Background: an optimization exercise with open tools, aiming at small area. Do not read the settings as production practice. Only simulation tests tie the RTL to the original design; equivalence was not proved. No activity file was given, so power comes from the tool's default toggle rates.

Setup of job 462:
==> flow/design.v <==
module nib_rom (
    input  wire [3:0] v,
    output reg  [5:0] code
);
    always @(*) begin
        case (v)
            4'h0: code = 6'h0B;
            4'h1: code = 6'h0D;
            4'h2: code = 6'h13;
            4'h3: code = 6'h15;
            4'h4: code = 6'h16;
            4'h5: code = 6'h19;
            4'h6: code = 6'h1A;
            4'h7: code = 6'h23;
            4'h8: code = 6'h25;
            4'h9: code = 6'h26;
            4'hA: code = 6'h29;
            4'hB: code = 6'h2A;
            4'hC: code = 6'h2C;
            4'hD: code = 6'h31;
            4'hE: code = 6'h32;
            default: code = 6'h34;
        endcase
    end
endmodule
module ir_tx (
    input  wire       clk,
    input  wire       rst,
    input  wire       start,       
    input  wire       proto,       
    input  wire [9:0] len,
    input  wire [7:0] p,
    input  wire [7:0] h,
    input  wire [3:0] npre,
    input  wire       pre_aa,
    output wire [9:0] addr,
    input  wire [7:0] rdata,
    output reg        busy,
    output wire       line,
    output reg        done
);
    reg       pb;        
    reg       aa;        
    reg [7:0] cfg;       
    reg [7:0] cnt;       
    reg [1:0] u;         
    reg [2:0] pos;       
    reg       hsel;      
    reg [9:0] ptr;       
    reg [9:0] last;      
    wire unit_end = (cnt == cfg);
    wire at_last  = (ptr == last);
    wire       pre  = ptr[9];
    wire       verb = ~ptr[9] & (ptr[8:2] == 7'd0);
    wire       enc  = ~pre & ~verb;
    wire [5:0] code;
    nib_rom u_rom (.v(hsel ? rdata[3:0] : rdata[7:4]), .code(code));
    wire [7:0] word  = enc ? {code, 2'b00} : rdata;
    wire       bit_a = rdata[~pos];
    wire       bit_b = pre ? ~(aa ^ pos[0]) : word[pos];
    reg [1:0] last_u;
    always @(*) begin
        if (pb)
            last_u = 2'd1;
        else if (!hsel)
            last_u = at_last ? 2'd2 : 2'd0;
        else
            last_u = (!at_last && bit_a) ? 2'd3 : 2'd0;
    end
    wire seg_end = unit_end & (u == last_u);
    wire nib_end_b  = enc ? (pos == 3'd2) : (pos == 3'd0);
    wire byte_end_b = nib_end_b & (~enc | hsel);
    wire finish = seg_end & (pb ? (byte_end_b & at_last) : (hsel & at_last));
    wire [9:0] n_a = len[9] ? 10'd512 : len;
    assign addr = ptr;
    assign line = busy & (pb ? ~bit_b : ~hsel);
    always @(posedge clk) begin
        if (rst) begin
            busy <= 1'b0;
            done <= 1'b0;
        end else begin
            done <= busy & finish;
            if (start)
                busy <= 1'b1;
            else if (finish)
                busy <= 1'b0;
        end
    end
    always @(posedge clk) begin
        if (start) begin
            pb   <= proto;
            aa   <= pre_aa;
            cfg  <= proto ? h : p;
            cnt  <= 8'd1;
            u    <= 2'd0;
            pos  <= 3'd7;
            hsel <= 1'b0;
            ptr  <= proto ? 10'd0 - {6'd0, npre} : 10'd0;
            last <= proto ? {2'b00, len[7:1] - 7'd1, 1'b1} : n_a;
        end else begin
            cnt <= unit_end ? 8'd1 : cnt + 8'd1;
            if (unit_end)
                u <= seg_end ? 2'd0 : u + 2'd1;
            if (seg_end) begin
                if (!pb) begin
                    hsel <= ~hsel;
                    if (hsel) begin
                        pos <= pos - 3'd1;
                        if (pos == 3'd0)
                            ptr <= ptr + 10'd1;
                    end
                end else begin
                    pos <= nib_end_b ? 3'd7 : pos - 3'd1;
                    if (nib_end_b) begin
                        hsel <= enc & ~hsel;
                        if (byte_end_b)
                            ptr <= ptr + 10'd1;
                    end
                end
            end
        end
    end
endmodule
module ir_rx (
    input  wire       clk,
    input  wire       rst,
    input  wire       rearm,       
    input  wire       pin,
    input  wire       clear,       
    input  wire [3:0] rd_idx,
    output wire [7:0] rd_data,
    output wire [3:0] buf_len,
    output reg        active,
    output wire       boot_jump,
    output reg        booted
);
    reg        pin_prev;
    reg [11:0] tmr;
    reg [11:0] ref_len;
    reg        part;
    reg [2:0]  rx_bits;
    reg [3:0]  rx_idx;
    reg [3:0]  rx_len;
    reg [79:0] chain;         
    wire fall = pin_prev & ~pin;
    wire rise = ~pin_prev & pin;
    wire take = (fall | rise) & ~booted & (rx_len == 4'd0);
    wire over     = {1'b0, tmr} > {ref_len, 1'b0};
    wire have_ref = (ref_len != 12'd0);
    wire bit_in   = have_ref & over;
    wire shift    = take & fall & have_ref;
    wire room     = ~(rx_idx[3] & rx_idx[1]);    
    wire store    = shift & room;
    wire partial  = (rx_bits != 3'd0);
    wire boot_match = (rx_idx == 4'd4) &&
                      ((partial ? chain[39:8] : chain[31:0]) == 32'h424F4F54);
    wire [3:0] rpos = rx_len + ~rd_idx + {3'd0, part};    
    assign rd_data = rpos[3] ? (rpos[0] ? chain[79:72] : chain[71:64])
                             : chain[{rpos[2:0], 3'b000} +: 8];
    assign buf_len = rx_len;
    assign boot_jump = booted & rx_idx[2];
    always @(posedge clk) begin
        if (rst)
            pin_prev <= 1'b1;
        else
            pin_prev <= pin;
    end
    always @(posedge clk) begin
        if (rst || rearm) begin
            tmr       <= 12'd0;
            ref_len   <= 12'd0;
            rx_bits   <= 3'd0;
            rx_idx    <= 4'd0;
            rx_len    <= 4'd0;
            active    <= 1'b0;
            booted    <= 1'b0;
        end else begin
            if (booted)
                rx_idx <= 4'd0;
            if (clear && !booted)
                rx_len <= 4'd0;
            if (take) begin
                tmr <= 12'd1;
                if (fall) begin
                    active <= 1'b1;
                    if (have_ref) begin
                        rx_bits <= rx_bits + 3'd1;
                        if (rx_bits == 3'd7 && room)
                            rx_idx <= rx_idx + 4'd1;
                    end
                end else if (have_ref && over) begin
                    rx_bits <= 3'd0;
                    part    <= partial & room;
                    if (boot_match) begin
                        booted <= 1'b1;
                        active <= 1'b0;
                    end else begin
                        rx_idx <= 4'd0;
                        rx_len <= rx_idx;
                    end
                end else begin
                    ref_len <= tmr;
                end
            end else begin
                tmr <= tmr + 12'd1;
                if (tmr == 12'hFFF && !booted) begin
                    ref_len <= 12'd0;
                    rx_bits <= 3'd0;
                    rx_idx  <= 4'd0;
                    active  <= 1'b0;
                end
            end
        end
    end
    always @(posedge clk) begin
        if (store) begin
            chain[7:0] <= {bit_in, chain[7:1]};
            if (!partial)
                chain[79:8] <= chain[71:0];
        end
    end
endmodule
module irlink (
    input  wire       clk,
    input  wire       rst,
    input  wire       tx_start,
    input  wire       tx_proto,    
    input  wire [9:0] tx_len,
    input  wire [7:0] cfg_p,
    input  wire [7:0] cfg_h,
    input  wire [3:0] cfg_npre,
    input  wire       cfg_pre_aa,
    output wire [9:0] tx_addr,
    input  wire [7:0] tx_rdata,
    output wire       tx_busy,
    output wire       tx_line,
    output wire       tx_done,
    output reg  [1:0] tx_err,
    input  wire       rx_pin,
    input  wire       rx_rearm,
    input  wire       rx_clear,
    input  wire [3:0] rx_rd_idx,
    output wire [7:0] rx_rd_data,
    output wire [3:0] rx_len,
    output wire       rx_active,
    output wire       boot_jump,
    output wire       booted
);
    localparam [1:0] ST_OK    = 2'd0;
    localparam [1:0] ST_ALIGN = 2'd1;
    localparam [1:0] ST_CAP   = 2'd2;
    localparam [1:0] ST_TRUNC = 2'd3;
    wire [8:0] hn      = tx_len[9:1];
    wire       b_short = (tx_len[9:2] == 8'd0);
    wire       b_odd   = tx_len[0];
    wire       b_big   = (hn >= 9'd87) ||
                         (hn == 9'd86 && cfg_npre > 4'd0) ||
                         (hn == 9'd85 && cfg_npre > 4'd3) ||
                         (hn == 9'd84 && cfg_npre > 4'd6) ||
                         (hn == 9'd83 && cfg_npre > 4'd9) ||
                         (hn == 9'd82 && cfg_npre > 4'd12);
    wire accept = tx_start & ~tx_busy;
    wire go     = accept & (~tx_proto | ~(b_short | b_odd | b_big));
    ir_tx u_tx (
        .clk(clk), .rst(rst), .start(go), .proto(tx_proto), .len(tx_len),
        .p(cfg_p), .h(cfg_h), .npre(cfg_npre), .pre_aa(cfg_pre_aa),
        .addr(tx_addr), .rdata(tx_rdata),
        .busy(tx_busy), .line(tx_line), .done(tx_done)
    );
    always @(posedge clk) begin
        if (rst) begin
            tx_err <= ST_OK;
        end else if (accept) begin
            if (!tx_proto)
                tx_err <= (tx_len[9] && tx_len[8:0] != 9'd0) ? ST_TRUNC : ST_OK;
            else if (b_short || b_odd)
                tx_err <= ST_ALIGN;
            else if (b_big)
                tx_err <= ST_CAP;
            else
                tx_err <= ST_OK;
        end
    end
    ir_rx u_rx (
        .clk(clk), .rst(rst), .rearm(rx_rearm), .pin(rx_pin),
        .clear(rx_clear), .rd_idx(rx_rd_idx), .rd_data(rx_rd_data),
        .buf_len(rx_len), .active(rx_active),
        .boot_jump(boot_jump), .booted(booted)
    );
endmodule
==> flow/config.mk <==
export PLATFORM = sky130hd
export DESIGN_NAME = irlink
export DESIGN_NICKNAME = irlink
export VERILOG_FILES = /design/flow/design.v
export SDC_FILE = /design/flow/constraint.sdc
export NUM_CORES = 4
export LEC_CHECK = 0
export CAP_MARGIN = 20
export CORE_MARGIN = 2
export CORE_UTILIZATION = 40
export SLEW_MARGIN = 20
==> flow/constraint.sdc <==
create_clock -name core_clock -period 10.0 [get_ports {clk}]
set_input_delay 2.0000 -clock core_clock [delete_from_list [all_inputs] [get_ports {clk}]]
set_output_delay 2.0000 -clock core_clock [all_outputs]
set_load 0.01 [all_outputs]
standard.sh (not shown) runs the stock make flow with config.mk's settings and CLKGATE_MAP_FILE= SYNTH_SCRIPT=/design/flow/synth_recipe.tcl, a recipe that flattens the netlist after the stock synthesis.
==> flow/flow/run.sh <==
#!/bin/bash
# Own layout flow: the standard flow (standard.sh, unchanged synthesis,
# floorplan, power grid, placement, routing), with two ORFS settings that
# only change which cells some steps insert:
#  - port buffers are sky130_fd_sc_hd__buf_1 (buffer_ports -buffer_cell)
#  - clock tree synthesis uses clkbuf_8 buffers and no dummy loads
# The whole make run's output goes to standard.log; ORFS keeps each step's
# own log under orfs/logs/.
set -euo pipefail
export BUFFER_PORTS_ARGS="-buffer_cell sky130_fd_sc_hd__buf_1"
export CTS_ARGS="-sink_clustering_enable -repair_clock_nets -dont_use_dummy_load -buf_list sky130_fd_sc_hd__clkbuf_8"
bash standard.sh > standard.log 2>&1
diff inputs: job 462 => job 1024
Settings: PLACE_DENSITY: unset -> 0.85; CORE_UTILIZATION: 40 -> 70; CTS_BUF_LIST: unset -> sky130_fd_sc_hd__clkbuf_8.
==> flow/run.sh (new file) <==
#!/bin/bash
# synth_recipe.tcl (not shown) runs the flow's synth.tcl, then flattens the netlist and writes it again
# the make line also repeats each setting of config.mk as NAME=value (left out here)
make -C /OpenROAD-flow-scripts/flow DESIGN_CONFIG=/design/flow/config.mk WORK_HOME=/design/flow/orfs CLKGATE_MAP_FILE= SYNTH_SCRIPT=/design/flow/synth_recipe.tcl finish
removed: flow/flow/run.sh
removed: flow/standard.sh
==> comparison <==
Against job 462, first-iteration detailed-routing DRC count in job 1024 came out worse.
Taking job 1024 as 1.0, job 462 lands at 1.11 on cell total after placement.
Critical path depth: job 462 vs job 1024 identical
Job 1024 | stages: all done | timing, DRC, antenna: all pass
From job 462 to job 1024 the numbers moved as follows: combinational power +16%; fraction of cell area in non-clock buffers now sits higher.
Changes observed in job 1024 relative to job 462: synthesis-to-finish area growth climbed 6.6 points, final area increased 6.1%, total wirelength of the detailed-routed design now larger.
For job 4876, these inputs were changed with respect to job 1024:
Settings: a change of CORE_UTILIZATION from 70 to 40; a deleted PLACE_DENSITY that had been 0.85; a deleted CTS_BUF_LIST that had been sky130_fd_sc_hd__clkbuf_8.
==> flow/flow/run.sh (new file) <==
#!/bin/bash
# Own layout flow: the standard flow (standard.sh, unchanged synthesis,
# floorplan, power grid, placement, routing), with two ORFS settings that
# only change which cells some steps insert:
#  - port buffers are sky130_fd_sc_hd__buf_1 (buffer_ports -buffer_cell)
#  - clock tree synthesis uses clkbuf_8 buffers and no dummy loads
# The whole make run's output goes to standard.log; ORFS keeps each step's
# own log under orfs/logs/.
set -euo pipefail
export BUFFER_PORTS_ARGS="-buffer_cell sky130_fd_sc_hd__buf_1"
export CTS_ARGS="-sink_clustering_enable -repair_clock_nets -dont_use_dummy_load -buf_list sky130_fd_sc_hd__clkbuf_16 -sink_clustering_size 40 -sink_clustering_max_diameter 200"
bash standard.sh > standard.log 2>&1
==> flow/standard.sh (new file) <==
#!/bin/bash
# synth_recipe.tcl (not shown) runs the flow's synth.tcl, then flattens the netlist and writes it again
# the make line also repeats each setting of config.mk as NAME=value (left out here)
make -C /OpenROAD-flow-scripts/flow DESIGN_CONFIG=/design/flow/config.mk WORK_HOME=/design/flow/orfs CLKGATE_MAP_FILE= SYNTH_SCRIPT=/design/flow/synth_recipe.tcl "${@:-finish}"
removed: flow/run.sh
Findings:
Job 4876 — part of the cycle the worst path needs 8.3 points lower, job 1024 as reference. Measured against each other, job 1024 and job 4876 differ in area growth from synthesis to layout, the lower figure coming from job 4876. Min count of fill cells added during filler insertion across job 1024 and job 4876: job 1024. Summary — post-route core utilization, job 4876 relative to job 1024: lower, by 38 points. Against job 1024, total power in job 4876 came out better. From job 1024 to job 4876 the numbers moved as follows: final instance area dropped about 4%, worst-margin pin slew increased by 0.12 ns relative to the old numbers, sequential share of layout area went up, count of placed standard cells in the final layout, fillers left out picked up an extra about 9%, global-route congestion overflow total roughly the same. Job 4876 vs job 1024, worst setup slack went up by 0.83 ns.

port drivers added, routing unchanged:
Ports are ideal in the flow. The routed layouts listed here were re-timed in OpenROAD.
Step 1: set_driving_cell puts a clkbuf_16 on clk and a buf_2 on each other input, an assumption about the parent block.
Step 2 also shifts input and output timing later by t, the mid clock arrival at the registers, as if the neighbouring blocks saw the same clock.
Slacks: no drivers / after step 1 / after step 2; pairs: no drivers / after step 1.
run	t, ns	slack for setup (ns)	clock arrival spread, ns	slew at the worst register clock pin (ns)	pins driven straight from the clock port
job 462	0.482	3.517 / 3.498 / 3.498	0.047 / 0.047	0.11 / 0.11	1
job 1024	0.500	2.667 / 2.644 / 2.644	0.014 / 0.014	0.09 / 0.09	1
job 4876	0.457	3.502 / 3.483 / 3.483	0.031 / 0.032	0.08 / 0.08	1
After both steps every run listed still meets setup and hold. The setup slack of job 1024, which loses most, moves by -0.023 ns with the drivers and by -0.023 ns with both steps.
